Background: an optimization exercise with open tools, aiming at small area, a short achievable clock period and few clock cycles per item. Do not read the settings as production practice. Only simulation tests tie the RTL to the original design; equivalence was not proved.

## flow/design.v (module list and top-level ports; edited modules follow where they fit)
// module fxm16_norm: 15 lines
// module fxm16_recip_rom: 138 lines
// module fxm16_rsqrt_rom: 106 lines
// module fxm16_mul: 778 lines
// module fxm16_core: 264 lines
// module fxm16: 110 lines
module fxm16 (
  input  wire        clk,
  input  wire        rst,
  input  wire        in_valid,
  output reg         in_ready,
  input  wire [3:0]  in_op,
  input  wire [15:0] in_a,
  input  wire [15:0] in_b,
  output reg         out_valid,
  input  wire        out_ready,
  output reg  [15:0] out_r0,
  output reg  [15:0] out_r1
);
  // ...
==> flow/run.sh <==
#!/bin/bash
# synth_recipe.tcl (not shown) runs the flow's synth.tcl, then flattens the netlist and writes it again
# the make line also repeats each setting of config.mk as NAME=value (left out here)
make -C /OpenROAD-flow-scripts/flow DESIGN_CONFIG=/design/flow/config.mk WORK_HOME=/design/flow/orfs CLKGATE_MAP_FILE= SYNTH_SCRIPT=/design/flow/synth_recipe.tcl finish
==> flow/config.mk <==
export PLATFORM = sky130hd
export DESIGN_NAME = fxm16
export DESIGN_NICKNAME = fxm16
export VERILOG_FILES = /design/flow/design.v
export SDC_FILE = /design/flow/constraint.sdc
export NUM_CORES = 4
export LEC_CHECK = 0
export ABC_AREA = 1
export CAP_MARGIN = 20
export CORE_MARGIN = 2
export CORE_UTILIZATION = 55
export PLACE_DENSITY = 0.7
export SLEW_MARGIN = 20
==> flow/constraint.sdc <==
create_clock -name core_clock -period 85.0 [get_ports {clk}]
set_input_delay 17.0000 -clock core_clock [delete_from_list [all_inputs] [get_ports {clk}]]
set_output_delay 17.0000 -clock core_clock [all_outputs]
set_load 0.01 [all_outputs]
==> flow_summary.rst, run 1 <==
.. list-table::
   :header-rows: 1

   * - Metric
     - Value
   * - Outcome
     - complete, no violations
   * - Master of the slowest instance on the critical path
     - nand2_1
   * - Commonest cells after routing, fill and taps aside
     - 1075 x nand2_1, 569 x inv_1, 402 x nor2_1
   * - Setup repair after global routing missed its margin
     - no
   * - Launch instance of the worst min-delay path
     - busy
   * - Number of placement rows
     - 79
   * - Setup TNS
     - 0 ns
   * - GRT Total Usage
     - between 40% and 50%
   * - Post-CTS sizing
     - 0
   * - Xor and xnor fraction of the mapped netlist area
     - under 10%
   * - Sum of met3 wire segment lengths after detailed routing
     - 14090 um
   * - Type of the tightest min-delay check
     - flip-flop to flip-flop
   * - Worst Hold Path EP
     - busy
   * - Fraction of final layout cells with drive strength greater than 1
     - 6.152%
   * - Worst Path Buf+Inv
     - 4
   * - Count of buffers added by post-CTS timing repair for setup
     - 0
   * - DR DRC count
     - 0
   * - Latest clock arrival within the worst-skew pair
     - about 0.38 ns
   * - Area used by multi-input combinational logic
     - slightly below 20000 um2
   * - Detail Route Antenna Nets
     - 0
   * - Post-Route Hold Slack
     - just over 0.5 ns
   * - Most frequent cell after synthesis
     - nand2_1
   * - Final Wtd Congestion
     - between 1 and 1.5
Testbench counts, summed over its fixed seeds: cycles 71,681, items 24,000.
==> module fxm16, before the edit <==
module fxm16 (
  input  wire        clk,
  input  wire        rst,
  input  wire        in_valid,
  output reg         in_ready,
  input  wire [3:0]  in_op,
  input  wire [15:0] in_a,
  input  wire [15:0] in_b,
  output reg         out_valid,
  input  wire        out_ready,
  output reg  [15:0] out_r0,
  output reg  [15:0] out_r1
);
  reg  [3:0]  op;
  reg  [15:0] a, b;
  reg  [15:0] w0, w1;
  reg  [2:0]  step;
  reg         busy;
  reg         skid;
  reg         f_a15, f_b15, f_ygt;
  wire [15:0] res_r0, res_r1;
  wire [15:0] w0_d, w1_d, a_d, b_d;
  wire        w0_we, w1_we, a_we, b_we;
  wire        ygt;
  wire [2:0]  last;
  fxm16_core u_core (
    .op(op), .step(step), .a(a), .b(b), .w0(w0), .w1(w1),
    .f_a15(f_a15), .f_b15(f_b15), .f_ygt(f_ygt),
    .last(last),
    .r0(res_r0), .r1(res_r1),
    .w0_we(w0_we), .w0_d(w0_d), .w1_we(w1_we), .w1_d(w1_d),
    .a_we(a_we), .a_d(a_d), .ygt(ygt), .b_we(b_we), .b_d(b_d)
  );
  wire in_single = (in_op == 4'd0) | (in_op == 4'd1) | (in_op == 4'd2) |
                   (in_op == 4'd3) | (in_op[3] & (in_op[2] | in_op[1]));
  wire acc      = in_valid & in_ready;
  wire out_free = ~out_valid | out_ready;
  wire at_last  = (step == last);
  wire fin      = busy & ~skid & at_last;
  wire adv      = busy & ~skid & ~at_last;
  wire       skid_n = ~out_free & (skid | fin);
  wire       busy_n = acc | (busy & ~fin);
  wire       last_n = acc ? in_single : (adv ? (step + 3'd1 == last) : at_last);
  always @(posedge clk) begin
    if (rst) begin
      busy      <= 1'b0;
      skid      <= 1'b0;
      out_valid <= 1'b0;
      in_ready  <= 1'b1;
      step      <= 3'd0;
    end else begin
      skid     <= skid_n;
      busy     <= busy_n;
      in_ready <= ~skid_n & (~busy_n | last_n);
      if (skid | fin)
        out_valid <= 1'b1;
      else if (out_ready)
        out_valid <= 1'b0;
      if (acc | fin)
        step <= 3'd0;
      else if (adv)
        step <= step + 3'd1;
    end
  end
  always @(posedge clk) begin
    if (in_ready)
      op <= in_op;
  end
  always @(posedge clk) begin
    if (in_ready)
      a <= in_a;
    else if (adv & a_we)
      a <= a_d;
  end
  always @(posedge clk) begin
    if (adv & a_we) begin
      f_a15 <= a[15];
      f_b15 <= b[15];
      f_ygt <= ygt;
    end
  end
  always @(posedge clk) begin
    if (in_ready)
      b <= in_b;
    else if (adv & b_we)
      b <= b_d;
  end
  wire to_skid = fin & ~out_free;
  always @(posedge clk) begin
    if (to_skid)
      w0 <= res_r0;
    else if (adv & w0_we)
      w0 <= w0_d;
  end
  always @(posedge clk) begin
    if (to_skid)
      w1 <= res_r1;
    else if (adv & w1_we)
      w1 <= w1_d;
  end
  always @(posedge clk) begin
    if (skid & out_free) begin
      out_r0 <= w0;
      out_r1 <= w1;
    end else if (fin & out_free) begin
      out_r0 <= res_r0;
      out_r1 <= res_r1;
    end
  end
endmodule
==> inputs of run 2 (changes only) <==
==> flow/design.v (replaced) <==
module fxm16_norm (
  input  wire [15:0] x,
  output wire [3:0]  s,
  output wire [15:0] m
);
  wire        z8 = (x[15:8] == 8'd0);
  wire [15:0] x8 = z8 ? {x[7:0], 8'd0} : x;
  wire        z4 = (x8[15:12] == 4'd0);
  wire [15:0] x4 = z4 ? {x8[11:0], 4'd0} : x8;
  wire        z2 = (x4[15:14] == 2'd0);
  wire [15:0] x2 = z2 ? {x4[13:0], 2'd0} : x4;
  wire        z1 = ~x2[15];
  assign m = z1 ? {x2[14:0], 1'b0} : x2;
  assign s = {z8, z4, z2, z1};
endmodule
module fxm16_recip_rom (
  input  wire [6:0]  idx,
  output reg  [15:0] data
);
  always @(*) begin
    case (idx)
      7'd0: data = 16'hFFFF;
      7'd1: data = 16'hFE04;
      7'd2: data = 16'hFC10;
      7'd3: data = 16'hFA23;
      7'd4: data = 16'hF83E;
      7'd5: data = 16'hF660;
      7'd6: data = 16'hF48A;
      7'd7: data = 16'hF2BA;
      7'd8: data = 16'hF0F1;
      7'd9: data = 16'hEF2F;
      7'd10: data = 16'hED73;
      7'd11: data = 16'hEBBE;
      7'd12: data = 16'hEA0F;
      7'd13: data = 16'hE866;
      7'd14: data = 16'hE6C3;
      7'd15: data = 16'hE526;
      7'd16: data = 16'hE38E;
      7'd17: data = 16'hE1FC;
      7'd18: data = 16'hE070;
      7'd19: data = 16'hDEE9;
      7'd20: data = 16'hDD68;
      7'd21: data = 16'hDBEB;
      7'd22: data = 16'hDA74;
      7'd23: data = 16'hD902;
      7'd24: data = 16'hD794;
      7'd25: data = 16'hD62C;
      7'd26: data = 16'hD4C7;
      7'd27: data = 16'hD368;
      7'd28: data = 16'hD20D;
      7'd29: data = 16'hD0B7;
      7'd30: data = 16'hCF64;
      7'd31: data = 16'hCE17;
      7'd32: data = 16'hCCCD;
      7'd33: data = 16'hCB87;
      7'd34: data = 16'hCA46;
      7'd35: data = 16'hC908;
      7'd36: data = 16'hC7CE;
      7'd37: data = 16'hC698;
      7'd38: data = 16'hC566;
      7'd39: data = 16'hC437;
      7'd40: data = 16'hC30C;
      7'd41: data = 16'hC1E5;
      7'd42: data = 16'hC0C1;
      7'd43: data = 16'hBFA0;
      7'd44: data = 16'hBE83;
      7'd45: data = 16'hBD69;
      7'd46: data = 16'hBC52;
      7'd47: data = 16'hBB3F;
      7'd48: data = 16'hBA2F;
      7'd49: data = 16'hB921;
      7'd50: data = 16'hB817;
      7'd51: data = 16'hB710;
      7'd52: data = 16'hB60B;
      7'd53: data = 16'hB50A;
      7'd54: data = 16'hB40B;
      7'd55: data = 16'hB30F;
      7'd56: data = 16'hB216;
      7'd57: data = 16'hB120;
      7'd58: data = 16'hB02C;
      7'd59: data = 16'hAF3B;
      7'd60: data = 16'hAE4C;
      7'd61: data = 16'hAD60;
      7'd62: data = 16'hAC77;
      7'd63: data = 16'hAB8F;
      7'd64: data = 16'hAAAB;
      7'd65: data = 16'hA9C8;
      7'd66: data = 16'hA8E8;
      7'd67: data = 16'hA80B;
      7'd68: data = 16'hA72F;
      7'd69: data = 16'hA656;
      7'd70: data = 16'hA57F;
      7'd71: data = 16'hA4AA;
      7'd72: data = 16'hA3D7;
      7'd73: data = 16'hA306;
      7'd74: data = 16'hA238;
      7'd75: data = 16'hA16B;
      7'd76: data = 16'hA0A1;
      7'd77: data = 16'h9FD8;
      7'd78: data = 16'h9F11;
      7'd79: data = 16'h9E4D;
      7'd80: data = 16'h9D8A;
      7'd81: data = 16'h9CC9;
      7'd82: data = 16'h9C0A;
      7'd83: data = 16'h9B4C;
      7'd84: data = 16'h9A91;
      7'd85: data = 16'h99D7;
      7'd86: data = 16'h991F;
      7'd87: data = 16'h9869;
      7'd88: data = 16'h97B4;
      7'd89: data = 16'h9701;
      7'd90: data = 16'h9650;
      7'd91: data = 16'h95A0;
      7'd92: data = 16'h94F2;
      7'd93: data = 16'h9446;
      7'd94: data = 16'h939B;
      7'd95: data = 16'h92F1;
      7'd96: data = 16'h9249;
      7'd97: data = 16'h91A3;
      7'd98: data = 16'h90FE;
      7'd99: data = 16'h905A;
      7'd100: data = 16'h8FB8;
      7'd101: data = 16'h8F17;
      7'd102: data = 16'h8E78;
      7'd103: data = 16'h8DDA;
      7'd104: data = 16'h8D3E;
      7'd105: data = 16'h8CA3;
      7'd106: data = 16'h8C09;
      7'd107: data = 16'h8B70;
      7'd108: data = 16'h8AD9;
      7'd109: data = 16'h8A43;
      7'd110: data = 16'h89AE;
      7'd111: data = 16'h891B;
      7'd112: data = 16'h8889;
      7'd113: data = 16'h87F8;
      7'd114: data = 16'h8768;
      7'd115: data = 16'h86D9;
      7'd116: data = 16'h864C;
      7'd117: data = 16'h85BF;
      7'd118: data = 16'h8534;
      7'd119: data = 16'h84AA;
      7'd120: data = 16'h8421;
      7'd121: data = 16'h8399;
      7'd122: data = 16'h8312;
      7'd123: data = 16'h828D;
      7'd124: data = 16'h8208;
      7'd125: data = 16'h8185;
      7'd126: data = 16'h8102;
      7'd127: data = 16'h8081;
      default: data = 16'h0000;
    endcase
  end
endmodule
module fxm16_rsqrt_rom (
  input  wire [6:0] idx,
  output reg  [7:0] data
);
  always @(*) begin
    case (idx)
      7'd0: data = 8'hFF;
      7'd1: data = 8'hFC;
      7'd2: data = 8'hF8;
      7'd3: data = 8'hF5;
      7'd4: data = 8'hF1;
      7'd5: data = 8'hEE;
      7'd6: data = 8'hEB;
      7'd7: data = 8'hE8;
      7'd8: data = 8'hE5;
      7'd9: data = 8'hE2;
      7'd10: data = 8'hDF;
      7'd11: data = 8'hDD;
      7'd12: data = 8'hDA;
      7'd13: data = 8'hD8;
      7'd14: data = 8'hD6;
      7'd15: data = 8'hD3;
      7'd16: data = 8'hD1;
      7'd17: data = 8'hCF;
      7'd18: data = 8'hCD;
      7'd19: data = 8'hCB;
      7'd20: data = 8'hC9;
      7'd21: data = 8'hC7;
      7'd22: data = 8'hC5;
      7'd23: data = 8'hC3;
      7'd24: data = 8'hC2;
      7'd25: data = 8'hC0;
      7'd26: data = 8'hBE;
      7'd27: data = 8'hBD;
      7'd28: data = 8'hBB;
      7'd29: data = 8'hB9;
      7'd30: data = 8'hB8;
      7'd31: data = 8'hB6;
      7'd32: data = 8'hB5;
      7'd33: data = 8'hB4;
      7'd34: data = 8'hB2;
      7'd35: data = 8'hB1;
      7'd36: data = 8'hB0;
      7'd37: data = 8'hAE;
      7'd38: data = 8'hAD;
      7'd39: data = 8'hAC;
      7'd40: data = 8'hAB;
      7'd41: data = 8'hA9;
      7'd42: data = 8'hA8;
      7'd43: data = 8'hA7;
      7'd44: data = 8'hA6;
      7'd45: data = 8'hA5;
      7'd46: data = 8'hA4;
      7'd47: data = 8'hA3;
      7'd48: data = 8'hA2;
      7'd49: data = 8'hA1;
      7'd50: data = 8'hA0;
      7'd51: data = 8'h9F;
      7'd52: data = 8'h9E;
      7'd53: data = 8'h9D;
      7'd54: data = 8'h9C;
      7'd55: data = 8'h9B;
      7'd56: data = 8'h9A;
      7'd57: data = 8'h9A;
      7'd58: data = 8'h99;
      7'd59: data = 8'h98;
      7'd60: data = 8'h97;
      7'd61: data = 8'h96;
      7'd62: data = 8'h95;
      7'd63: data = 8'h95;
      7'd64: data = 8'h94;
      7'd65: data = 8'h93;
      7'd66: data = 8'h92;
      7'd67: data = 8'h92;
      7'd68: data = 8'h91;
      7'd69: data = 8'h90;
      7'd70: data = 8'h8F;
      7'd71: data = 8'h8F;
      7'd72: data = 8'h8E;
      7'd73: data = 8'h8D;
      7'd74: data = 8'h8D;
      7'd75: data = 8'h8C;
      7'd76: data = 8'h8B;
      7'd77: data = 8'h8B;
      7'd78: data = 8'h8A;
      7'd79: data = 8'h89;
      7'd80: data = 8'h89;
      7'd81: data = 8'h88;
      7'd82: data = 8'h88;
      7'd83: data = 8'h87;
      7'd84: data = 8'h86;
      7'd85: data = 8'h86;
      7'd86: data = 8'h85;
      7'd87: data = 8'h85;
      7'd88: data = 8'h84;
      7'd89: data = 8'h84;
      7'd90: data = 8'h83;
      7'd91: data = 8'h83;
      7'd92: data = 8'h82;
      7'd93: data = 8'h82;
      7'd94: data = 8'h81;
      7'd95: data = 8'h81;
      default: data = 8'h00;
    endcase
  end
endmodule
module fxm16_mul (
  input  wire [16:0] x,
  input  wire [16:0] y,
  output wire [15:0] ph
);
  wire one0 = y[0] ^ 1'b0;
  wire two0 = (y[1] & ~y[0] & ~1'b0) | (~y[1] & y[0] & 1'b0);
  wire neg0 = y[1];
  wire pp1 = ((one0 & x[0])) ^ neg0;
  wire pp2 = ((one0 & x[1]) | (two0 & x[0])) ^ neg0;
  wire pp3 = ((one0 & x[2]) | (two0 & x[1])) ^ neg0;
  wire pp4 = ((one0 & x[3]) | (two0 & x[2])) ^ neg0;
  wire pp5 = ((one0 & x[4]) | (two0 & x[3])) ^ neg0;
  wire pp6 = ((one0 & x[5]) | (two0 & x[4])) ^ neg0;
  wire pp7 = ((one0 & x[6]) | (two0 & x[5])) ^ neg0;
  wire pp8 = ((one0 & x[7]) | (two0 & x[6])) ^ neg0;
  wire pp9 = ((one0 & x[8]) | (two0 & x[7])) ^ neg0;
  wire pp10 = ((one0 & x[9]) | (two0 & x[8])) ^ neg0;
  wire pp11 = ((one0 & x[10]) | (two0 & x[9])) ^ neg0;
  wire pp12 = ((one0 & x[11]) | (two0 & x[10])) ^ neg0;
  wire pp13 = ((one0 & x[12]) | (two0 & x[11])) ^ neg0;
  wire pp14 = ((one0 & x[13]) | (two0 & x[12])) ^ neg0;
  wire pp15 = ((one0 & x[14]) | (two0 & x[13])) ^ neg0;
  wire pp16 = ((one0 & x[15]) | (two0 & x[14])) ^ neg0;
  wire pp17 = ((one0 & x[16]) | (two0 & x[15])) ^ neg0;
  wire pp18 = ~(((one0 & x[16]) | (two0 & x[16])) ^ neg0);
  wire one1 = y[2] ^ y[1];
  wire two1 = (y[3] & ~y[2] & ~y[1]) | (~y[3] & y[2] & y[1]);
  wire neg1 = y[3];
  wire pp19 = ((one1 & x[0])) ^ neg1;
  wire pp20 = ((one1 & x[1]) | (two1 & x[0])) ^ neg1;
  wire pp21 = ((one1 & x[2]) | (two1 & x[1])) ^ neg1;
  wire pp22 = ((one1 & x[3]) | (two1 & x[2])) ^ neg1;
  wire pp23 = ((one1 & x[4]) | (two1 & x[3])) ^ neg1;
  wire pp24 = ((one1 & x[5]) | (two1 & x[4])) ^ neg1;
  wire pp25 = ((one1 & x[6]) | (two1 & x[5])) ^ neg1;
  wire pp26 = ((one1 & x[7]) | (two1 & x[6])) ^ neg1;
  wire pp27 = ((one1 & x[8]) | (two1 & x[7])) ^ neg1;
  wire pp28 = ((one1 & x[9]) | (two1 & x[8])) ^ neg1;
  wire pp29 = ((one1 & x[10]) | (two1 & x[9])) ^ neg1;
  wire pp30 = ((one1 & x[11]) | (two1 & x[10])) ^ neg1;
  wire pp31 = ((one1 & x[12]) | (two1 & x[11])) ^ neg1;
  wire pp32 = ((one1 & x[13]) | (two1 & x[12])) ^ neg1;
  wire pp33 = ((one1 & x[14]) | (two1 & x[13])) ^ neg1;
  wire pp34 = ((one1 & x[15]) | (two1 & x[14])) ^ neg1;
  wire pp35 = ((one1 & x[16]) | (two1 & x[15])) ^ neg1;
  wire pp36 = ~(((one1 & x[16]) | (two1 & x[16])) ^ neg1);
  wire one2 = y[4] ^ y[3];
  wire two2 = (y[5] & ~y[4] & ~y[3]) | (~y[5] & y[4] & y[3]);
  wire neg2 = y[5];
  wire pp37 = ((one2 & x[0])) ^ neg2;
  wire pp38 = ((one2 & x[1]) | (two2 & x[0])) ^ neg2;
  wire pp39 = ((one2 & x[2]) | (two2 & x[1])) ^ neg2;
  wire pp40 = ((one2 & x[3]) | (two2 & x[2])) ^ neg2;
  wire pp41 = ((one2 & x[4]) | (two2 & x[3])) ^ neg2;
  wire pp42 = ((one2 & x[5]) | (two2 & x[4])) ^ neg2;
  wire pp43 = ((one2 & x[6]) | (two2 & x[5])) ^ neg2;
  wire pp44 = ((one2 & x[7]) | (two2 & x[6])) ^ neg2;
  wire pp45 = ((one2 & x[8]) | (two2 & x[7])) ^ neg2;
  wire pp46 = ((one2 & x[9]) | (two2 & x[8])) ^ neg2;
  wire pp47 = ((one2 & x[10]) | (two2 & x[9])) ^ neg2;
  wire pp48 = ((one2 & x[11]) | (two2 & x[10])) ^ neg2;
  wire pp49 = ((one2 & x[12]) | (two2 & x[11])) ^ neg2;
  wire pp50 = ((one2 & x[13]) | (two2 & x[12])) ^ neg2;
  wire pp51 = ((one2 & x[14]) | (two2 & x[13])) ^ neg2;
  wire pp52 = ((one2 & x[15]) | (two2 & x[14])) ^ neg2;
  wire pp53 = ((one2 & x[16]) | (two2 & x[15])) ^ neg2;
  wire pp54 = ~(((one2 & x[16]) | (two2 & x[16])) ^ neg2);
  wire one3 = y[6] ^ y[5];
  wire two3 = (y[7] & ~y[6] & ~y[5]) | (~y[7] & y[6] & y[5]);
  wire neg3 = y[7];
  wire pp55 = ((one3 & x[0])) ^ neg3;
  wire pp56 = ((one3 & x[1]) | (two3 & x[0])) ^ neg3;
  wire pp57 = ((one3 & x[2]) | (two3 & x[1])) ^ neg3;
  wire pp58 = ((one3 & x[3]) | (two3 & x[2])) ^ neg3;
  wire pp59 = ((one3 & x[4]) | (two3 & x[3])) ^ neg3;
  wire pp60 = ((one3 & x[5]) | (two3 & x[4])) ^ neg3;
  wire pp61 = ((one3 & x[6]) | (two3 & x[5])) ^ neg3;
  wire pp62 = ((one3 & x[7]) | (two3 & x[6])) ^ neg3;
  wire pp63 = ((one3 & x[8]) | (two3 & x[7])) ^ neg3;
  wire pp64 = ((one3 & x[9]) | (two3 & x[8])) ^ neg3;
  wire pp65 = ((one3 & x[10]) | (two3 & x[9])) ^ neg3;
  wire pp66 = ((one3 & x[11]) | (two3 & x[10])) ^ neg3;
  wire pp67 = ((one3 & x[12]) | (two3 & x[11])) ^ neg3;
  wire pp68 = ((one3 & x[13]) | (two3 & x[12])) ^ neg3;
  wire pp69 = ((one3 & x[14]) | (two3 & x[13])) ^ neg3;
  wire pp70 = ((one3 & x[15]) | (two3 & x[14])) ^ neg3;
  wire pp71 = ((one3 & x[16]) | (two3 & x[15])) ^ neg3;
  wire pp72 = ~(((one3 & x[16]) | (two3 & x[16])) ^ neg3);
  wire one4 = y[8] ^ y[7];
  wire two4 = (y[9] & ~y[8] & ~y[7]) | (~y[9] & y[8] & y[7]);
  wire neg4 = y[9];
  wire pp73 = ((one4 & x[0])) ^ neg4;
  wire pp74 = ((one4 & x[1]) | (two4 & x[0])) ^ neg4;
  wire pp75 = ((one4 & x[2]) | (two4 & x[1])) ^ neg4;
  wire pp76 = ((one4 & x[3]) | (two4 & x[2])) ^ neg4;
  wire pp77 = ((one4 & x[4]) | (two4 & x[3])) ^ neg4;
  wire pp78 = ((one4 & x[5]) | (two4 & x[4])) ^ neg4;
  wire pp79 = ((one4 & x[6]) | (two4 & x[5])) ^ neg4;
  wire pp80 = ((one4 & x[7]) | (two4 & x[6])) ^ neg4;
  wire pp81 = ((one4 & x[8]) | (two4 & x[7])) ^ neg4;
  wire pp82 = ((one4 & x[9]) | (two4 & x[8])) ^ neg4;
  wire pp83 = ((one4 & x[10]) | (two4 & x[9])) ^ neg4;
  wire pp84 = ((one4 & x[11]) | (two4 & x[10])) ^ neg4;
  wire pp85 = ((one4 & x[12]) | (two4 & x[11])) ^ neg4;
  wire pp86 = ((one4 & x[13]) | (two4 & x[12])) ^ neg4;
  wire pp87 = ((one4 & x[14]) | (two4 & x[13])) ^ neg4;
  wire pp88 = ((one4 & x[15]) | (two4 & x[14])) ^ neg4;
  wire pp89 = ((one4 & x[16]) | (two4 & x[15])) ^ neg4;
  wire pp90 = ~(((one4 & x[16]) | (two4 & x[16])) ^ neg4);
  wire one5 = y[10] ^ y[9];
  wire two5 = (y[11] & ~y[10] & ~y[9]) | (~y[11] & y[10] & y[9]);
  wire neg5 = y[11];
  wire pp91 = ((one5 & x[0])) ^ neg5;
  wire pp92 = ((one5 & x[1]) | (two5 & x[0])) ^ neg5;
  wire pp93 = ((one5 & x[2]) | (two5 & x[1])) ^ neg5;
  wire pp94 = ((one5 & x[3]) | (two5 & x[2])) ^ neg5;
  wire pp95 = ((one5 & x[4]) | (two5 & x[3])) ^ neg5;
  wire pp96 = ((one5 & x[5]) | (two5 & x[4])) ^ neg5;
  wire pp97 = ((one5 & x[6]) | (two5 & x[5])) ^ neg5;
  wire pp98 = ((one5 & x[7]) | (two5 & x[6])) ^ neg5;
  wire pp99 = ((one5 & x[8]) | (two5 & x[7])) ^ neg5;
  wire pp100 = ((one5 & x[9]) | (two5 & x[8])) ^ neg5;
  wire pp101 = ((one5 & x[10]) | (two5 & x[9])) ^ neg5;
  wire pp102 = ((one5 & x[11]) | (two5 & x[10])) ^ neg5;
  wire pp103 = ((one5 & x[12]) | (two5 & x[11])) ^ neg5;
  wire pp104 = ((one5 & x[13]) | (two5 & x[12])) ^ neg5;
  wire pp105 = ((one5 & x[14]) | (two5 & x[13])) ^ neg5;
  wire pp106 = ((one5 & x[15]) | (two5 & x[14])) ^ neg5;
  wire pp107 = ((one5 & x[16]) | (two5 & x[15])) ^ neg5;
  wire pp108 = ~(((one5 & x[16]) | (two5 & x[16])) ^ neg5);
  wire one6 = y[12] ^ y[11];
  wire two6 = (y[13] & ~y[12] & ~y[11]) | (~y[13] & y[12] & y[11]);
  wire neg6 = y[13];
  wire pp109 = ((one6 & x[0])) ^ neg6;
  wire pp110 = ((one6 & x[1]) | (two6 & x[0])) ^ neg6;
  wire pp111 = ((one6 & x[2]) | (two6 & x[1])) ^ neg6;
  wire pp112 = ((one6 & x[3]) | (two6 & x[2])) ^ neg6;
  wire pp113 = ((one6 & x[4]) | (two6 & x[3])) ^ neg6;
  wire pp114 = ((one6 & x[5]) | (two6 & x[4])) ^ neg6;
  wire pp115 = ((one6 & x[6]) | (two6 & x[5])) ^ neg6;
  wire pp116 = ((one6 & x[7]) | (two6 & x[6])) ^ neg6;
  wire pp117 = ((one6 & x[8]) | (two6 & x[7])) ^ neg6;
  wire pp118 = ((one6 & x[9]) | (two6 & x[8])) ^ neg6;
  wire pp119 = ((one6 & x[10]) | (two6 & x[9])) ^ neg6;
  wire pp120 = ((one6 & x[11]) | (two6 & x[10])) ^ neg6;
  wire pp121 = ((one6 & x[12]) | (two6 & x[11])) ^ neg6;
  wire pp122 = ((one6 & x[13]) | (two6 & x[12])) ^ neg6;
  wire pp123 = ((one6 & x[14]) | (two6 & x[13])) ^ neg6;
  wire pp124 = ((one6 & x[15]) | (two6 & x[14])) ^ neg6;
  wire pp125 = ((one6 & x[16]) | (two6 & x[15])) ^ neg6;
  wire pp126 = ~(((one6 & x[16]) | (two6 & x[16])) ^ neg6);
  wire one7 = y[14] ^ y[13];
  wire two7 = (y[15] & ~y[14] & ~y[13]) | (~y[15] & y[14] & y[13]);
  wire neg7 = y[15];
  wire pp127 = ((one7 & x[0])) ^ neg7;
  wire pp128 = ((one7 & x[1]) | (two7 & x[0])) ^ neg7;
  wire pp129 = ((one7 & x[2]) | (two7 & x[1])) ^ neg7;
  wire pp130 = ((one7 & x[3]) | (two7 & x[2])) ^ neg7;
  wire pp131 = ((one7 & x[4]) | (two7 & x[3])) ^ neg7;
  wire pp132 = ((one7 & x[5]) | (two7 & x[4])) ^ neg7;
  wire pp133 = ((one7 & x[6]) | (two7 & x[5])) ^ neg7;
  wire pp134 = ((one7 & x[7]) | (two7 & x[6])) ^ neg7;
  wire pp135 = ((one7 & x[8]) | (two7 & x[7])) ^ neg7;
  wire pp136 = ((one7 & x[9]) | (two7 & x[8])) ^ neg7;
  wire pp137 = ((one7 & x[10]) | (two7 & x[9])) ^ neg7;
  wire pp138 = ((one7 & x[11]) | (two7 & x[10])) ^ neg7;
  wire pp139 = ((one7 & x[12]) | (two7 & x[11])) ^ neg7;
  wire pp140 = ((one7 & x[13]) | (two7 & x[12])) ^ neg7;
  wire pp141 = ((one7 & x[14]) | (two7 & x[13])) ^ neg7;
  wire pp142 = ((one7 & x[15]) | (two7 & x[14])) ^ neg7;
  wire pp143 = ((one7 & x[16]) | (two7 & x[15])) ^ neg7;
  wire pp144 = ~(((one7 & x[16]) | (two7 & x[16])) ^ neg7);
  wire one8 = y[16] ^ y[15];
  wire two8 = (y[16] & ~y[16] & ~y[15]) | (~y[16] & y[16] & y[15]);
  wire neg8 = y[16];
  wire pp145 = ((one8 & x[0])) ^ neg8;
  wire pp146 = ((one8 & x[1]) | (two8 & x[0])) ^ neg8;
  wire pp147 = ((one8 & x[2]) | (two8 & x[1])) ^ neg8;
  wire pp148 = ((one8 & x[3]) | (two8 & x[2])) ^ neg8;
  wire pp149 = ((one8 & x[4]) | (two8 & x[3])) ^ neg8;
  wire pp150 = ((one8 & x[5]) | (two8 & x[4])) ^ neg8;
  wire pp151 = ((one8 & x[6]) | (two8 & x[5])) ^ neg8;
  wire pp152 = ((one8 & x[7]) | (two8 & x[6])) ^ neg8;
  wire pp153 = ((one8 & x[8]) | (two8 & x[7])) ^ neg8;
  wire pp154 = ((one8 & x[9]) | (two8 & x[8])) ^ neg8;
  wire pp155 = ((one8 & x[10]) | (two8 & x[9])) ^ neg8;
  wire pp156 = ((one8 & x[11]) | (two8 & x[10])) ^ neg8;
  wire pp157 = ((one8 & x[12]) | (two8 & x[11])) ^ neg8;
  wire pp158 = ((one8 & x[13]) | (two8 & x[12])) ^ neg8;
  wire pp159 = ((one8 & x[14]) | (two8 & x[13])) ^ neg8;
  wire pp160 = ((one8 & x[15]) | (two8 & x[14])) ^ neg8;
  wire s161 = pp17 ^ pp33;
  wire c162 = pp17 & pp33;
  wire s163 = pp18 ^ pp34 ^ pp50;
  wire c164 = (pp18 & pp34) | (pp18 & pp50) | (pp34 & pp50);
  wire s165 = pp35 ^ pp51;
  wire c166 = pp35 & pp51;
  wire s167 = pp11 ^ pp27;
  wire c168 = pp11 & pp27;
  wire s169 = pp12 ^ pp28;
  wire c170 = pp12 & pp28;
  wire s171 = pp13 ^ pp29 ^ pp45;
  wire c172 = (pp13 & pp29) | (pp13 & pp45) | (pp29 & pp45);
  wire s173 = pp61 ^ pp77;
  wire c174 = pp61 & pp77;
  wire s175 = pp14 ^ pp30 ^ pp46;
  wire c176 = (pp14 & pp30) | (pp14 & pp46) | (pp30 & pp46);
  wire s177 = pp62 ^ pp78;
  wire c178 = pp62 & pp78;
  wire s179 = pp15 ^ pp31 ^ pp47;
  wire c180 = (pp15 & pp31) | (pp15 & pp47) | (pp31 & pp47);
  wire s181 = pp63 ^ pp79 ^ pp95;
  wire c182 = (pp63 & pp79) | (pp63 & pp95) | (pp79 & pp95);
  wire s183 = pp111 ^ pp127;
  wire c184 = pp111 & pp127;
  wire s185 = pp16 ^ pp32 ^ pp48;
  wire c186 = (pp16 & pp32) | (pp16 & pp48) | (pp32 & pp48);
  wire s187 = pp64 ^ pp80 ^ pp96;
  wire c188 = (pp64 & pp80) | (pp64 & pp96) | (pp80 & pp96);
  wire s189 = pp112 ^ pp128;
  wire c190 = pp112 & pp128;
  wire s191 = pp49 ^ pp65 ^ pp81;
  wire c192 = (pp49 & pp65) | (pp49 & pp81) | (pp65 & pp81);
  wire s193 = pp97 ^ pp113 ^ pp129;
  wire c194 = (pp97 & pp113) | (pp97 & pp129) | (pp113 & pp129);
  wire s195 = pp145 ^ neg8 ^ s161;
  wire c196 = (pp145 & neg8) | (pp145 & s161) | (neg8 & s161);
  wire s197 = pp66 ^ pp82 ^ pp98;
  wire c198 = (pp66 & pp82) | (pp66 & pp98) | (pp82 & pp98);
  wire s199 = pp114 ^ pp130 ^ pp146;
  wire c200 = (pp114 & pp130) | (pp114 & pp146) | (pp130 & pp146);
  wire s201 = 1'b1 ^ c162 ^ s163;
  wire c202 = (1'b1 & c162) | (1'b1 & s163) | (c162 & s163);
  wire s203 = pp67 ^ pp83 ^ pp99;
  wire c204 = (pp67 & pp83) | (pp67 & pp99) | (pp83 & pp99);
  wire s205 = pp115 ^ pp131 ^ pp147;
  wire c206 = (pp115 & pp131) | (pp115 & pp147) | (pp131 & pp147);
  wire s207 = 1'b1 ^ c164 ^ s165;
  wire c208 = (1'b1 & c164) | (1'b1 & s165) | (c164 & s165);
  wire s209 = pp36 ^ pp52 ^ pp68;
  wire c210 = (pp36 & pp52) | (pp36 & pp68) | (pp52 & pp68);
  wire s211 = pp84 ^ pp100 ^ pp116;
  wire c212 = (pp84 & pp100) | (pp84 & pp116) | (pp100 & pp116);
  wire s213 = pp132 ^ pp148 ^ c166;
  wire c214 = (pp132 & pp148) | (pp132 & c166) | (pp148 & c166);
  wire s215 = pp53 ^ pp69 ^ pp85;
  wire c216 = (pp53 & pp69) | (pp53 & pp85) | (pp69 & pp85);
  wire s217 = pp101 ^ pp117 ^ pp133;
  wire c218 = (pp101 & pp117) | (pp101 & pp133) | (pp117 & pp133);
  wire s219 = pp149 ^ 1'b1;
  wire c220 = pp149 & 1'b1;
  wire s221 = pp54 ^ pp70 ^ pp86;
  wire c222 = (pp54 & pp70) | (pp54 & pp86) | (pp70 & pp86);
  wire s223 = pp102 ^ pp118 ^ pp134;
  wire c224 = (pp102 & pp118) | (pp102 & pp134) | (pp118 & pp134);
  wire s225 = pp71 ^ pp87 ^ pp103;
  wire c226 = (pp71 & pp87) | (pp71 & pp103) | (pp87 & pp103);
  wire s227 = pp119 ^ pp135;
  wire c228 = pp119 & pp135;
  wire s229 = pp72 ^ pp88 ^ pp104;
  wire c230 = (pp72 & pp88) | (pp72 & pp104) | (pp88 & pp104);
  wire s231 = pp89 ^ pp105;
  wire c232 = pp89 & pp105;
  wire s233 = pp7 ^ pp23;
  wire c234 = pp7 & pp23;
  wire s235 = pp8 ^ pp24;
  wire c236 = pp8 & pp24;
  wire s237 = pp9 ^ pp25 ^ pp41;
  wire c238 = (pp9 & pp25) | (pp9 & pp41) | (pp25 & pp41);
  wire s239 = pp57 ^ pp73;
  wire c240 = pp57 & pp73;
  wire s241 = pp10 ^ pp26 ^ pp42;
  wire c242 = (pp10 & pp26) | (pp10 & pp42) | (pp26 & pp42);
  wire s243 = pp58 ^ pp74;
  wire c244 = pp58 & pp74;
  wire s245 = pp43 ^ pp59 ^ pp75;
  wire c246 = (pp43 & pp59) | (pp43 & pp75) | (pp59 & pp75);
  wire s247 = pp91 ^ neg5 ^ s167;
  wire c248 = (pp91 & neg5) | (pp91 & s167) | (neg5 & s167);
  wire s249 = pp44 ^ pp60 ^ pp76;
  wire c250 = (pp44 & pp60) | (pp44 & pp76) | (pp60 & pp76);
  wire s251 = pp92 ^ c168 ^ s169;
  wire c252 = (pp92 & c168) | (pp92 & s169) | (c168 & s169);
  wire s253 = pp93 ^ pp109 ^ neg6;
  wire c254 = (pp93 & pp109) | (pp93 & neg6) | (pp109 & neg6);
  wire s255 = c170 ^ s171 ^ s173;
  wire c256 = (c170 & s171) | (c170 & s173) | (s171 & s173);
  wire s257 = pp94 ^ pp110 ^ c172;
  wire c258 = (pp94 & pp110) | (pp94 & c172) | (pp110 & c172);
  wire s259 = c174 ^ s175 ^ s177;
  wire c260 = (c174 & s175) | (c174 & s177) | (s175 & s177);
  wire s261 = neg7 ^ c176 ^ c178;
  wire c262 = (neg7 & c176) | (neg7 & c178) | (c176 & c178);
  wire s263 = s179 ^ s181 ^ s183;
  wire c264 = (s179 & s181) | (s179 & s183) | (s181 & s183);
  wire s265 = c180 ^ c182 ^ c184;
  wire c266 = (c180 & c182) | (c180 & c184) | (c182 & c184);
  wire s267 = s185 ^ s187 ^ s189;
  wire c268 = (s185 & s187) | (s185 & s189) | (s187 & s189);
  wire s269 = c186 ^ c188 ^ c190;
  wire c270 = (c186 & c188) | (c186 & c190) | (c188 & c190);
  wire s271 = s191 ^ s193 ^ s195;
  wire c272 = (s191 & s193) | (s191 & s195) | (s193 & s195);
  wire s273 = c192 ^ c194 ^ c196;
  wire c274 = (c192 & c194) | (c192 & c196) | (c194 & c196);
  wire s275 = s197 ^ s199 ^ s201;
  wire c276 = (s197 & s199) | (s197 & s201) | (s199 & s201);
  wire s277 = c198 ^ c200 ^ c202;
  wire c278 = (c198 & c200) | (c198 & c202) | (c200 & c202);
  wire s279 = s203 ^ s205 ^ s207;
  wire c280 = (s203 & s205) | (s203 & s207) | (s205 & s207);
  wire s281 = c204 ^ c206 ^ c208;
  wire c282 = (c204 & c206) | (c204 & c208) | (c206 & c208);
  wire s283 = s209 ^ s211 ^ s213;
  wire c284 = (s209 & s211) | (s209 & s213) | (s211 & s213);
  wire s285 = c210 ^ c212 ^ c214;
  wire c286 = (c210 & c212) | (c210 & c214) | (c212 & c214);
  wire s287 = s215 ^ s217 ^ s219;
  wire c288 = (s215 & s217) | (s215 & s219) | (s217 & s219);
  wire s289 = pp150 ^ c216 ^ c218;
  wire c290 = (pp150 & c216) | (pp150 & c218) | (c216 & c218);
  wire s291 = c220 ^ s221 ^ s223;
  wire c292 = (c220 & s221) | (c220 & s223) | (s221 & s223);
  wire s293 = pp151 ^ 1'b1 ^ c222;
  wire c294 = (pp151 & 1'b1) | (pp151 & c222) | (1'b1 & c222);
  wire s295 = c224 ^ s225 ^ s227;
  wire c296 = (c224 & s225) | (c224 & s227) | (s225 & s227);
  wire s297 = pp120 ^ pp136 ^ pp152;
  wire c298 = (pp120 & pp136) | (pp120 & pp152) | (pp136 & pp152);
  wire s299 = c226 ^ c228 ^ s229;
  wire c300 = (c226 & c228) | (c226 & s229) | (c228 & s229);
  wire s301 = pp121 ^ pp137 ^ pp153;
  wire c302 = (pp121 & pp137) | (pp121 & pp153) | (pp137 & pp153);
  wire s303 = 1'b1 ^ c230 ^ s231;
  wire c304 = (1'b1 & c230) | (1'b1 & s231) | (c230 & s231);
  wire s305 = pp90 ^ pp106 ^ pp122;
  wire c306 = (pp90 & pp106) | (pp90 & pp122) | (pp106 & pp122);
  wire s307 = pp138 ^ pp154 ^ c232;
  wire c308 = (pp138 & pp154) | (pp138 & c232) | (pp154 & c232);
  wire s309 = pp107 ^ pp123 ^ pp139;
  wire c310 = (pp107 & pp123) | (pp107 & pp139) | (pp123 & pp139);
  wire s311 = pp155 ^ 1'b1;
  wire c312 = pp155 & 1'b1;
  wire s313 = pp108 ^ pp124 ^ pp140;
  wire c314 = (pp108 & pp124) | (pp108 & pp140) | (pp124 & pp140);
  wire s315 = pp125 ^ pp141;
  wire c316 = pp125 & pp141;
  wire s317 = pp5 ^ pp21;
  wire c318 = pp5 & pp21;
  wire s319 = pp6 ^ pp22;
  wire c320 = pp6 & pp22;
  wire s321 = pp39 ^ pp55 ^ neg3;
  wire c322 = (pp39 & pp55) | (pp39 & neg3) | (pp55 & neg3);
  wire s323 = pp40 ^ pp56 ^ c234;
  wire c324 = (pp40 & pp56) | (pp40 & c234) | (pp56 & c234);
  wire s325 = neg4 ^ c236 ^ s237;
  wire c326 = (neg4 & c236) | (neg4 & s237) | (c236 & s237);
  wire s327 = c238 ^ c240 ^ s241;
  wire c328 = (c238 & c240) | (c238 & s241) | (c240 & s241);
  wire s329 = c242 ^ c244 ^ s245;
  wire c330 = (c242 & c244) | (c242 & s245) | (c244 & s245);
  wire s331 = c246 ^ c248 ^ s249;
  wire c332 = (c246 & c248) | (c246 & s249) | (c248 & s249);
  wire s333 = c250 ^ c252 ^ s253;
  wire c334 = (c250 & c252) | (c250 & s253) | (c252 & s253);
  wire s335 = c254 ^ c256 ^ s257;
  wire c336 = (c254 & c256) | (c254 & s257) | (c256 & s257);
  wire s337 = c258 ^ c260 ^ s261;
  wire c338 = (c258 & c260) | (c258 & s261) | (c260 & s261);
  wire s339 = c262 ^ c264 ^ s265;
  wire c340 = (c262 & c264) | (c262 & s265) | (c264 & s265);
  wire s341 = c266 ^ c268 ^ s269;
  wire c342 = (c266 & c268) | (c266 & s269) | (c268 & s269);
  wire s343 = c270 ^ c272 ^ s273;
  wire c344 = (c270 & c272) | (c270 & s273) | (c272 & s273);
  wire s345 = c274 ^ c276 ^ s277;
  wire c346 = (c274 & c276) | (c274 & s277) | (c276 & s277);
  wire s347 = c278 ^ c280 ^ s281;
  wire c348 = (c278 & c280) | (c278 & s281) | (c280 & s281);
  wire s349 = c282 ^ c284 ^ s285;
  wire c350 = (c282 & c284) | (c282 & s285) | (c284 & s285);
  wire s351 = c286 ^ c288 ^ s289;
  wire c352 = (c286 & c288) | (c286 & s289) | (c288 & s289);
  wire s353 = c290 ^ c292 ^ s293;
  wire c354 = (c290 & c292) | (c290 & s293) | (c292 & s293);
  wire s355 = c294 ^ c296 ^ s297;
  wire c356 = (c294 & c296) | (c294 & s297) | (c296 & s297);
  wire s357 = c298 ^ c300 ^ s301;
  wire c358 = (c298 & c300) | (c298 & s301) | (c300 & s301);
  wire s359 = c302 ^ c304 ^ s305;
  wire c360 = (c302 & c304) | (c302 & s305) | (c304 & s305);
  wire s361 = c306 ^ c308 ^ s309;
  wire c362 = (c306 & c308) | (c306 & s309) | (c308 & s309);
  wire s363 = pp156 ^ c310 ^ c312;
  wire c364 = (pp156 & c310) | (pp156 & c312) | (c310 & c312);
  wire s365 = pp157 ^ 1'b1 ^ c314;
  wire c366 = (pp157 & 1'b1) | (pp157 & c314) | (1'b1 & c314);
  wire s367 = pp126 ^ pp142 ^ pp158;
  wire c368 = (pp126 & pp142) | (pp126 & pp158) | (pp142 & pp158);
  wire s369 = pp143 ^ pp159;
  wire c370 = pp143 & pp159;
  wire s371 = pp3 ^ pp19;
  wire c372 = pp3 & pp19;
  wire s373 = pp4 ^ pp20;
  wire c374 = pp4 & pp20;
  wire s375 = pp37 ^ neg2 ^ s317;
  wire c376 = (pp37 & neg2) | (pp37 & s317) | (neg2 & s317);
  wire s377 = pp38 ^ c318 ^ s319;
  wire c378 = (pp38 & c318) | (pp38 & s319) | (c318 & s319);
  wire s379 = s233 ^ c320 ^ s321;
  wire c380 = (s233 & c320) | (s233 & s321) | (c320 & s321);
  wire s381 = s235 ^ c322 ^ s323;
  wire c382 = (s235 & c322) | (s235 & s323) | (c322 & s323);
  wire s383 = s239 ^ c324 ^ s325;
  wire c384 = (s239 & c324) | (s239 & s325) | (c324 & s325);
  wire s385 = s243 ^ c326 ^ s327;
  wire c386 = (s243 & c326) | (s243 & s327) | (c326 & s327);
  wire s387 = s247 ^ c328 ^ s329;
  wire c388 = (s247 & c328) | (s247 & s329) | (c328 & s329);
  wire s389 = s251 ^ c330 ^ s331;
  wire c390 = (s251 & c330) | (s251 & s331) | (c330 & s331);
  wire s391 = s255 ^ c332 ^ s333;
  wire c392 = (s255 & c332) | (s255 & s333) | (c332 & s333);
  wire s393 = s259 ^ c334 ^ s335;
  wire c394 = (s259 & c334) | (s259 & s335) | (c334 & s335);
  wire s395 = s263 ^ c336 ^ s337;
  wire c396 = (s263 & c336) | (s263 & s337) | (c336 & s337);
  wire s397 = s267 ^ c338 ^ s339;
  wire c398 = (s267 & c338) | (s267 & s339) | (c338 & s339);
  wire s399 = s271 ^ c340 ^ s341;
  wire c400 = (s271 & c340) | (s271 & s341) | (c340 & s341);
  wire s401 = s275 ^ c342 ^ s343;
  wire c402 = (s275 & c342) | (s275 & s343) | (c342 & s343);
  wire s403 = s279 ^ c344 ^ s345;
  wire c404 = (s279 & c344) | (s279 & s345) | (c344 & s345);
  wire s405 = s283 ^ c346 ^ s347;
  wire c406 = (s283 & c346) | (s283 & s347) | (c346 & s347);
  wire s407 = s287 ^ c348 ^ s349;
  wire c408 = (s287 & c348) | (s287 & s349) | (c348 & s349);
  wire s409 = s291 ^ c350 ^ s351;
  wire c410 = (s291 & c350) | (s291 & s351) | (c350 & s351);
  wire s411 = s295 ^ c352 ^ s353;
  wire c412 = (s295 & c352) | (s295 & s353) | (c352 & s353);
  wire s413 = s299 ^ c354 ^ s355;
  wire c414 = (s299 & c354) | (s299 & s355) | (c354 & s355);
  wire s415 = s303 ^ c356 ^ s357;
  wire c416 = (s303 & c356) | (s303 & s357) | (c356 & s357);
  wire s417 = s307 ^ c358 ^ s359;
  wire c418 = (s307 & c358) | (s307 & s359) | (c358 & s359);
  wire s419 = s311 ^ c360 ^ s361;
  wire c420 = (s311 & c360) | (s311 & s361) | (c360 & s361);
  wire s421 = s313 ^ c362 ^ s363;
  wire c422 = (s313 & c362) | (s313 & s363) | (c362 & s363);
  wire s423 = s315 ^ c364 ^ s365;
  wire c424 = (s315 & c364) | (s315 & s365) | (c364 & s365);
  wire s425 = c316 ^ c366 ^ s367;
  wire c426 = (c316 & c366) | (c316 & s367) | (c366 & s367);
  wire s427 = 1'b1 ^ c368 ^ s369;
  wire c428 = (1'b1 & c368) | (1'b1 & s369) | (c368 & s369);
  wire s429 = pp144 ^ pp160 ^ c370;
  wire c430 = (pp144 & pp160) | (pp144 & c370) | (pp160 & c370);
  wire [31:0] ra = {c428, c426, c424, c422, c420, c418, c416, c414, c412, c410, c408, c406, c404, c402, c400, c398, c396, c394, c392, c390, c388, c386, c384, c382, c380, c378, c376, c374, c372, neg1, pp2, pp1};
  wire [31:0] rb = {s429, s427, s425, s423, s421, s419, s417, s415, s413, s411, s409, s407, s405, s403, s401, s399, s397, s395, s393, s391, s389, s387, s385, s383, s381, s379, s377, s375, s373, s371, 1'b0, neg0};
  wire [31:0] sum = ra + rb;
  assign ph = sum[31:16];
endmodule
module fxm16_core (
  input  wire [3:0]  op,
  input  wire [2:0]  step,
  input  wire [15:0] a,
  input  wire [15:0] b,
  input  wire [15:0] w0,
  input  wire [15:0] w1,
  input  wire        f_a15,       
  input  wire        f_b15,
  input  wire        f_ygt,
  output reg  [2:0]  last,
  output reg  [15:0] r0,
  output reg  [15:0] r1,
  output reg         w0_we,
  output reg  [15:0] w0_d,
  output reg         w1_we,
  output wire [15:0] w1_d,
  output reg         a_we,
  output wire [15:0] a_d,
  output wire        ygt,
  output reg         b_we,
  output reg  [15:0] b_d
);
  localparam [3:0] OP_MULHI    = 4'h0;
  localparam [3:0] OP_UMULHI   = 4'h1;
  localparam [3:0] OP_NORM     = 4'h2;
  localparam [3:0] OP_RECIP    = 4'h3;
  localparam [3:0] OP_RSQRT    = 4'h4;
  localparam [3:0] OP_UDIVHI   = 4'h5;
  localparam [3:0] OP_LOG2     = 4'h6;
  localparam [3:0] OP_EXP2     = 4'h7;
  localparam [3:0] OP_SINCOSPI = 4'h8;
  localparam [3:0] OP_ATAN2PI  = 4'h9;
  localparam [15:0] LOG2_C3 = 16'd10836;
  localparam [15:0] LOG2_C2 = 16'd0 - 16'd19305;
  localparam [15:0] LOG2_C1 = 16'd23341;
  localparam [15:0] EXP2_C3 = 16'd20486;
  localparam [15:0] EXP2_C2 = 16'd29639;
  localparam [15:0] EXP2_C1 = 16'd45588;
  localparam [15:0] SIN_A5  = 16'd636;
  localparam [15:0] SIN_A3  = 16'd0 - 16'd10579;
  localparam [15:0] SIN_A1H = 16'd18704;
  localparam [15:0] COS_B4  = 16'd2020;
  localparam [15:0] COS_B2  = 16'd0 - 16'd20203;
  localparam [15:0] ATAN_C4 = 16'd23483;
  localparam [15:0] ATAN_C3 = 16'd0 - 16'd28709;
  localparam [15:0] ATAN_C2 = 16'd0 - 16'd576;
  localparam [15:0] ATAN_C1 = 16'd20919;
  wire is_rsqrt = (op == OP_RSQRT);
  wire is_udiv  = (op == OP_UDIVHI);
  wire is_log   = (op == OP_LOG2);
  wire is_exp   = (op == OP_EXP2);
  wire is_sc    = (op == OP_SINCOSPI);
  wire is_atan  = (op == OP_ATAN2PI);
  always @(*) begin
    case (op)
      OP_RSQRT, OP_UDIVHI, OP_LOG2, OP_EXP2: last = 3'd2;
      OP_SINCOSPI: last = 3'd5;
      OP_ATAN2PI:  last = 3'd7;
      default:     last = 3'd0;
    endcase
  end
  wire [15:0] ay  = a[15] ? (16'd0 - a) : a;
  wire [15:0] ax  = b[15] ? (16'd0 - b) : b;
  assign      ygt = (ay > ax);
  wire [15:0] mn  = ygt ? ax : ay;
  wire [15:0] mx  = ygt ? ay : ax;
  assign a_d = mn;
  wire        a_ge_b = (a >= b);
  wire [15:0] nin = (is_udiv | is_atan) ? b : a;
  wire [3:0]  ns_s;
  wire [15:0] nm;
  fxm16_norm u_norm (.x(nin), .s(ns_s), .m(nm));
  wire [3:0]  lsh = is_sc ? 4'd2 : ns_s;
  wire [15:0] ns  = a << lsh;
  wire [15:0] rt;
  fxm16_recip_rom u_recip_rom (.idx(nm[14:8]), .data(rt));
  wire [15:0] r0v = rt - {9'd0, rt[15:9]};
  wire [15:0] rs_m = ns_s[0] ? {1'b0, nm[15:1]} : nm;
  wire [6:0]  rs_j = rs_m[15:9] - 7'd32;
  wire [7:0]  rs_g;
  fxm16_rsqrt_rom u_rsqrt_rom (.idx(rs_j), .data(rs_g));
  wire [15:0] g0 = {rs_g, 8'd0};
  wire [15:0] nmv = is_exp ? {1'b0, a[10:0], 4'd0} :
                    is_log ? {1'b0, nm[14:0]} :
                    is_sc  ? {a[13:0], 2'd0} :
                    is_rsqrt ? rs_m : nm;
  reg  [2:0]  xsel;
  reg  [1:0]  ysel;
  reg         xs, ys;           
  reg  [15:0] xc;               
  reg         sh, inv;          
  reg  [15:0] cadd;             
  localparam [2:0] X_A = 3'd0, X_G = 3'd1, X_NM = 3'd2, X_R0 = 3'd3,
                   X_NS = 3'd4, X_C = 3'd5, X_W1 = 3'd6;
  localparam [1:0] Y_B = 2'd0, Y_G = 2'd1, Y_W0 = 2'd2, Y_NM = 2'd3;
  wire [15:0] sc_qa = a + 16'h2000;
  wire [1:0]  sc_q  = sc_qa[15:14];
  wire        sc_ncp = sc_q[1];
  wire        sc_nsp = sc_q[1] ^ sc_q[0];
  reg  [15:0] at_k;
  wire        at_neg = f_ygt ^ f_b15 ^ f_a15;
  always @(*) begin
    case ({f_ygt, f_b15, f_a15})
      3'b000: at_k = 16'h0000;
      3'b001: at_k = 16'h0000 + 16'd1;
      3'b010: at_k = 16'h8000 + 16'd1;
      3'b011: at_k = 16'h8000;
      3'b100: at_k = 16'h4000 + 16'd1;
      3'b101: at_k = 16'hC000;
      3'b110: at_k = 16'h4000;
      default: at_k = 16'hC000 + 16'd1;
    endcase
  end
  wire [2:0] dstep = is_atan ? step - 3'd1 : step;
  always @(*) begin
    xsel = X_A; ysel = Y_B; xs = 1'b0; ys = 1'b0; xc = 16'd0;
    sh = 1'b0; inv = 1'b0; cadd = 16'd0;
    case (op)
      OP_MULHI:  begin xs = 1'b1; ys = 1'b1; end
      OP_RSQRT: begin
        case (step)
          3'd0: begin xsel = X_G; ysel = Y_G; end
          3'd1: begin xsel = X_NM; ysel = Y_W0; inv = 1'b1; cadd = 16'hC001; end
          default: begin xsel = X_G; ysel = Y_W0; sh = 1'b1; end
        endcase
      end
      OP_UDIVHI, OP_ATAN2PI: begin
        case (dstep)
          3'd0: begin xsel = X_R0; ysel = Y_NM; inv = 1'b1; end
          3'd1: begin xsel = X_R0; ysel = Y_W0; sh = 1'b1; end
          3'd2: begin xsel = X_NS; ysel = Y_W0; sh = 1'b1; end
          3'd3: begin xsel = X_C; xc = ATAN_C4; ysel = Y_W0; xs = 1'b1; ys = 1'b1; cadd = ATAN_C3; end
          3'd4: begin xsel = X_W1; ysel = Y_W0; xs = 1'b1; ys = 1'b1; cadd = ATAN_C2; end
          3'd5: begin xsel = X_W1; ysel = Y_W0; xs = 1'b1; ys = 1'b1; cadd = ATAN_C1; end
          default: begin xsel = X_W1; ysel = Y_W0; xs = 1'b1; ys = 1'b1; inv = at_neg; cadd = at_k; end
        endcase
      end
      OP_LOG2: begin
        xs = 1'b1; ys = 1'b1; ysel = Y_NM;
        case (step)
          3'd0: begin xsel = X_C; xc = LOG2_C3; cadd = LOG2_C2; end
          3'd1: begin xsel = X_W1; cadd = LOG2_C1; end
          default: begin xsel = X_W1; cadd = 16'd2; end
        endcase
      end
      OP_EXP2: begin
        ysel = Y_NM;
        case (step)
          3'd0: begin xsel = X_C; xc = EXP2_C3; cadd = EXP2_C2; end
          3'd1: begin xsel = X_W1; cadd = EXP2_C1; end
          default: begin xsel = X_W1; cadd = 16'h8000; end
        endcase
      end
      OP_SINCOSPI: begin
        xs = 1'b1; ys = 1'b1; ysel = Y_W0;
        case (step)
          3'd0: begin xsel = X_NS; ysel = Y_NM; sh = 1'b1; end                  
          3'd1: begin xsel = X_C; xc = COS_B4; cadd = COS_B2; end               
          3'd2: begin xsel = X_W1; inv = sc_ncp;                                
                      cadd = sc_ncp ? 16'h8001 : 16'h8000; end
          3'd3: begin xsel = X_C; xc = SIN_A5; cadd = SIN_A3; end               
          3'd4: begin xsel = X_W1; cadd = SIN_A1H + 16'h8000; end               
          default: begin xsel = X_W1; xs = 1'b0; ysel = Y_NM;                   
                      inv = sc_nsp; cadd = {15'd0, sc_nsp}; end
        endcase
      end
      default: ;
    endcase
  end
  reg [15:0] xv, yv;
  always @(*) begin
    case (xsel)
      X_A:  xv = a;
      X_G:  xv = g0;
      X_NM: xv = nmv;
      X_R0: xv = r0v;
      X_NS: xv = ns;
      X_C:  xv = xc;
      default: xv = w1;
    endcase
    case (ysel)
      Y_B:  yv = b;
      Y_G:  yv = g0;
      Y_W0: yv = w0;
      default: yv = nmv;
    endcase
  end
  wire [16:0] xm = {xs & xv[15], xv};
  wire [16:0] ym = {ys & yv[15], yv};
  wire [15:0] p_hi;
  fxm16_mul u_mul (.x(xm), .y(ym), .ph(p_hi));
  wire [15:0] ph  = sh ? {p_hi[14:0], 1'b0} : p_hi;
  wire [15:0] s   = (ph ^ {16{inv}}) + cadd;
  reg  [15:0] shin;
  reg  [3:0]  shamt;
  always @(*) begin
    case (op)
      OP_RECIP: begin shin = rt; shamt = ~ns_s; end
      OP_RSQRT: begin shin = s;  shamt = {1'b0, ~ns_s[3:1]}; end
      default:  begin shin = s;  shamt = ~a[14:11]; end
    endcase
  end
  wire [15:0] shout = shin >> shamt;
  wire [13:0] lg_frac = s[15:2];
  wire [4:0]  lg_e    = {1'b0, ns_s} + 5'd1;
  wire signed [17:0] lg_v = $signed({4'd0, lg_frac}) - $signed({2'd0, lg_e, 11'd0});
  wire [15:0] lg_res  = (lg_v > 18'sd0) ? 16'd0 : lg_v[15:0];
  wire ph_zero = (ph == 16'd0);
  wire [15:0] cp_v = ph_zero ? (sc_ncp ? 16'h8001 : 16'h7FFF) : s;
  wire [15:0] at_r = a_ge_b ? 16'h7FFF : {1'b0, s[15:1]};
  wire        sc_fix = (a[13:0] == 14'h2000);    
  assign w1_d = s;
  always @(*) begin
    w0_we = 1'b0; w1_we = 1'b0; a_we = 1'b0; b_we = 1'b0;
    w0_d = s; b_d = cp_v;
    case (op)
      OP_RSQRT, OP_UDIVHI: w0_we = 1'b1;
      OP_ATAN2PI: begin
        a_we  = (step == 3'd0);
        b_we  = (step == 3'd0);
        b_d   = mx;
        w0_we = (step != 3'd0) & (step <= 3'd3);
        w1_we = (step >= 3'd4);
        if (step == 3'd3) w0_d = at_r;
      end
      OP_LOG2, OP_EXP2: w1_we = 1'b1;
      OP_SINCOSPI: begin
        w0_we = (step == 3'd0);
        b_we  = (step == 3'd2);
        w1_we = ~w0_we & ~b_we;
      end
      default: ;
    endcase
  end
  always @(*) begin
    r0 = 16'd0;
    r1 = 16'd0;
    case (op)
      OP_MULHI, OP_UMULHI: r0 = s;
      OP_NORM:    begin r0 = nm; r1 = {12'd0, ns_s}; end
      OP_RECIP:   r0 = (a == 16'd0) ? 16'hFFFF : shout;
      OP_RSQRT:   r0 = (a[15:1] == 15'd0) ? 16'hFFFF : shout;
      OP_UDIVHI:  r0 = a_ge_b ? 16'hFFFF : s;
      OP_LOG2:    r0 = (a == 16'd0) ? 16'h8000 : lg_res;
      OP_EXP2:    r0 = a[15] ? shout : 16'hFFFF;
      OP_SINCOSPI: begin
        if (sc_fix) begin
          case (a[15:14])
            2'd0: begin r0 = 16'h5A83; r1 = 16'h5A83; end
            2'd1: begin r0 = 16'h5A83; r1 = 16'hA57D; end
            2'd2: begin r0 = 16'hA57D; r1 = 16'hA57D; end
            default: begin r0 = 16'hA57D; r1 = 16'h5A83; end
          endcase
        end else begin
          r0 = sc_q[0] ? b : s;
          r1 = sc_q[0] ? s : b;
        end
      end
      OP_ATAN2PI: r0 = (b == 16'd0) ? 16'h2000 : s;
      default: ;
    endcase
  end
endmodule
module fxm16 (
  input  wire        clk,
  input  wire        rst,
  input  wire        in_valid,
  output reg         in_ready,
  input  wire [3:0]  in_op,
  input  wire [15:0] in_a,
  input  wire [15:0] in_b,
  output reg         out_valid,
  input  wire        out_ready,
  output reg  [15:0] out_r0,
  output reg  [15:0] out_r1
);
  reg  [3:0]  op;
  reg  [15:0] a, b;
  reg  [15:0] w0, w1;
  reg  [2:0]  step;
  reg         busy;
  reg         skid;
  reg         ld;         
  reg         f_a15, f_b15, f_ygt;
  wire [15:0] res_r0, res_r1;
  wire [15:0] w0_d, w1_d, a_d, b_d;
  wire        w0_we, w1_we, a_we, b_we;
  wire        ygt;
  wire [2:0]  last;
  fxm16_core u_core (
    .op(op), .step(step), .a(a), .b(b), .w0(w0), .w1(w1),
    .f_a15(f_a15), .f_b15(f_b15), .f_ygt(f_ygt),
    .last(last),
    .r0(res_r0), .r1(res_r1),
    .w0_we(w0_we), .w0_d(w0_d), .w1_we(w1_we), .w1_d(w1_d),
    .a_we(a_we), .a_d(a_d), .ygt(ygt), .b_we(b_we), .b_d(b_d)
  );
  wire in_single = (in_op == 4'd0) | (in_op == 4'd1) | (in_op == 4'd2) |
                   (in_op == 4'd3) | (in_op[3] & (in_op[2] | in_op[1]));
  wire acc      = in_valid & in_ready;
  wire out_free = ~out_valid | out_ready;
  wire at_last  = (step == last);
  wire fin      = busy & ~skid & at_last;
  wire adv      = busy & ~skid & ~at_last;
  wire       skid_n = ~out_free & (skid | fin);
  wire       busy_n = acc | (busy & ~fin);
  wire       last_n = acc ? in_single : (adv ? (step + 3'd1 == last) : at_last);
  always @(posedge clk) begin
    if (rst) begin
      busy      <= 1'b0;
      skid      <= 1'b0;
      out_valid <= 1'b0;
      in_ready  <= 1'b1;
      ld        <= 1'b1;
      step      <= 3'd0;
    end else begin
      skid     <= skid_n;
      busy     <= busy_n;
      in_ready <= ~skid_n & (~busy_n | last_n);
      ld       <= ~busy_n | (~skid_n & last_n);
      if (skid | fin)
        out_valid <= 1'b1;
      else if (out_ready)
        out_valid <= 1'b0;
      if (acc | fin)
        step <= 3'd0;
      else if (adv)
        step <= step + 3'd1;
    end
  end
  always @(posedge clk) begin
    if (ld)
      op <= in_op;
  end
  always @(posedge clk) begin
    if (ld)
      a <= in_a;
    else if (adv & a_we)
      a <= a_d;
  end
  always @(posedge clk) begin
    if (adv & a_we) begin
      f_a15 <= a[15];
      f_b15 <= b[15];
      f_ygt <= ygt;
    end
  end
  always @(posedge clk) begin
    if (ld)
      b <= in_b;
    else if (adv & b_we)
      b <= b_d;
  end
  always @(posedge clk) begin
    if (fin)
      w0 <= res_r0;
    else if (adv & w0_we)
      w0 <= w0_d;
  end
  always @(posedge clk) begin
    if (fin)
      w1 <= res_r1;
    else if (adv & w1_we)
      w1 <= w1_d;
  end
  always @(posedge clk) begin
    if (skid & out_free) begin
      out_r0 <= w0;
      out_r1 <= w1;
    end else if (fin & out_free) begin
      out_r0 <= res_r0;
      out_r1 <= res_r1;
    end
  end
endmodule
==> run 2 against run 1 <==
Compared with the run above:
- hold slack worse by 0.0026 ns
- clock skew up 0.0043 ns
- highest routed layer unchanged
- cell count down 4.6%
==> flow_summary.rst, run 2 <==
.. list-table::
   :header-rows: 1

   * - Metric
     - Value
   * - Outcome
     - complete, no violations (unchanged)
   * - Post-synthesis cell count
     - 3841 (was 4002)
   * - DP HPWL
     - 87760 um (was 90060 um)
   * - DR DRC count
     - 0 (unchanged)
   * - H-tree depth reported by CTS
     - 3 (unchanged)
   * - Count of unique library cells instantiated by Yosys
     - 66 (was 63)
   * - Detail Route Antenna Nets
     - 0 (unchanged)
   * - Setup repair after global routing missed its margin
     - no (unchanged)
   * - Post-synthesis register bit count
     - 111 (was 110)
   * - Most frequent cell after synthesis
     - nand2_1 (unchanged)
   * - Total of fill cells in the finished design
     - 4187 (was 4591)
   * - Commonest cells after routing, fill and taps aside
     - 966 x nand2_1, 436 x inv_1, 319 x o21ai_0 (was 1075 x nand2_1, 569 x inv_1, 402 x nor2_1)
   * - GRT Total Usage
     - 47.97% (was 47.06%)
   * - Final Wtd Congestion
     - 1.108 (was 1.079)
   * - Master of the slowest instance on the critical path
     - ha_1 (was nand2_1)
   * - Area added between synthesis and finish
     - 6.029% (was 6.143%)
   * - Start-to-end type of the worst setup path
     - flip-flop to flip-flop (was input pin to flip-flop)
   * - Routed wire length
     - 114400 um (was 115200 um)
   * - Via count of the first global-routing pass
     - 27794 (was 27230)
   * - Type of the tightest min-delay check
     - flip-flop to flip-flop (unchanged)
   * - Critical path launch point type
     - flip-flop (was input pin)
   * - Share of synthesized registers carrying an async set or reset
     - 0% (unchanged)
   * - Total overflow reported by the global router
     - 0 (unchanged)
   * - Element type at the critical path end
     - flip-flop (unchanged)
   * - Setup TNS
     - 0 ns (unchanged)
   * - Post-CTS sizing
     - 0 (unchanged)
   * - Count of buffers added by post-CTS timing repair for setup
     - 0 (unchanged)
   * - Fraction of final layout cells with drive strength greater than 1
     - 5.179% (was 6.152%)
   * - Number of placement rows
     - 76 (was 79)
   * - Clock slew at the register clock pins of the worst setup and hold paths
     - 0.09 ns (about the same)
   * - Nets
     - 4085 (was 4394)
   * - Period utilisation layout
     - 23.43% (was 23.05%)
   * - Latest clock arrival within the worst-skew pair
     - 0.40 ns (was 0.38 ns)
==> run 2: cell types whose count changed in the layout (fill, tap and decap cells not counted), sizes merged, moves of 8 or more <==
cell,before,now
ha,134,142
a21oi,213,189
nor2,423,309
o211ai,50,67
o22ai,29,151
inv,605,458
xor2,52,190
fa,226,104
nand2,1127,1002
a211oi,24,15
o21ai,343,381
==> run 2: cell type report <==
type                       instances  area (um2)  share of cell area, %
sequential                       111        3253                  12.66
tap                              585       732.0                  2.848
multi-input combinational       3075       18460                  71.82
antenna                            6       15.01                0.05842
clock inverter                     7       80.08                 0.3116
clock buffer                       9       225.2                 0.8763
timing repair buffer             132        1174                  4.566
inverter                         470        1764                  6.864
==> run 2: cells by family after synthesis <==
| family | Yosys count | synth area share (%) |
|---|---|---|
| AOI/OAI and AO/OA | 936 | 22.90 |
| xor gates and xnor gates | 211 | 7.624 |
| adders and majority gates | 246 | 15.92 |
| buffers and inverters | 655 | 10.72 |
| DFF | 111 | 13.42 |
| muxes | 11 | 0.4542 |
| and+or+nand+nor | 1671 | 28.97 |
==> run 2: metrics by stage <==
step	util [%]	hold WS, ns	area, um2	std cells
2_1_floorplan	-	0.4244	24240	3841
3_5_place_dp	58.66	0.4955	25380	4373
5_1_grt	59.40	0.5261	25700	4394
4_1_cts	59.37	0.5066	25690	4389
6_report	59.40	0.5079	25700	4395
3_3_place_gp	58.66	0.4827	25380	4373
==> run 2: per-layer routing <==
layer,vias up,track usage [%],wire (um)
met5,-,0.7292,44
met4,2,29.53,9147
met3,649,12.37,16960
met2,2841,72.68,47550
met1,13639,61.09,40700
li1,12869,-,-
==> run 2: critical path: cells and delay by family (launching register included) <==
kind / cells / cell delay (ns)
xor gates and xnor gates: 3 / 0.69
buffers and inverters: 11 / 1.80
adders and majority gates: 11 / 4.85
and+or+nand+nor: 47 / 7.83
DFF: 1 / 0.43
AOI/OAI and AO/OA: 21 / 4.14
==> run 2: worst paths after layout <==
path           end  slack (ns)  cells past startpoint  startpoint
max reg2reg  w0[7]       65.08                     93       op[3]
min reg2reg   busy        0.51                      2        busy
min           busy        0.51                      2        busy
max          w0[7]       65.08                     93       op[3]
Testbench counts of run 2, summed over its fixed seeds: cycles 71,681, items 24,000.

afterwards: timing with drivers on the ports:
No port has a modelled driver above. Below, the same layouts with a new extraction and two added sets of constraints. Step 1, drivers: a clkbuf_16 drives clk and a buf_2 each remaining input, both assumed. Step 2, shift: input delay + t, output delay - t, t = (earliest + latest rising clock arrival at the registers) / 2. This alone moves slack from input paths to output paths. a / b / c = ideal / step 1 / step 2; a / b = the first two.
run | shift t [ns] | setup slack, ns | worst hold slack (ns) | worst register clock-pin slew, ns
run 1 | 0.429 | 65.409 / 65.401 / 64.971 | 0.510 / 0.510 / 0.510 | 0.09 / 0.09
run 2 | 0.432 | 65.080 / 65.080 / 65.080 | 0.508 / 0.508 / 0.508 | 0.09 / 0.09
After both steps setup and hold are still met in every run listed. The setup slack of run 1, which loses most, moves by -0.008 ns with the drivers and by -0.438 ns with both steps.
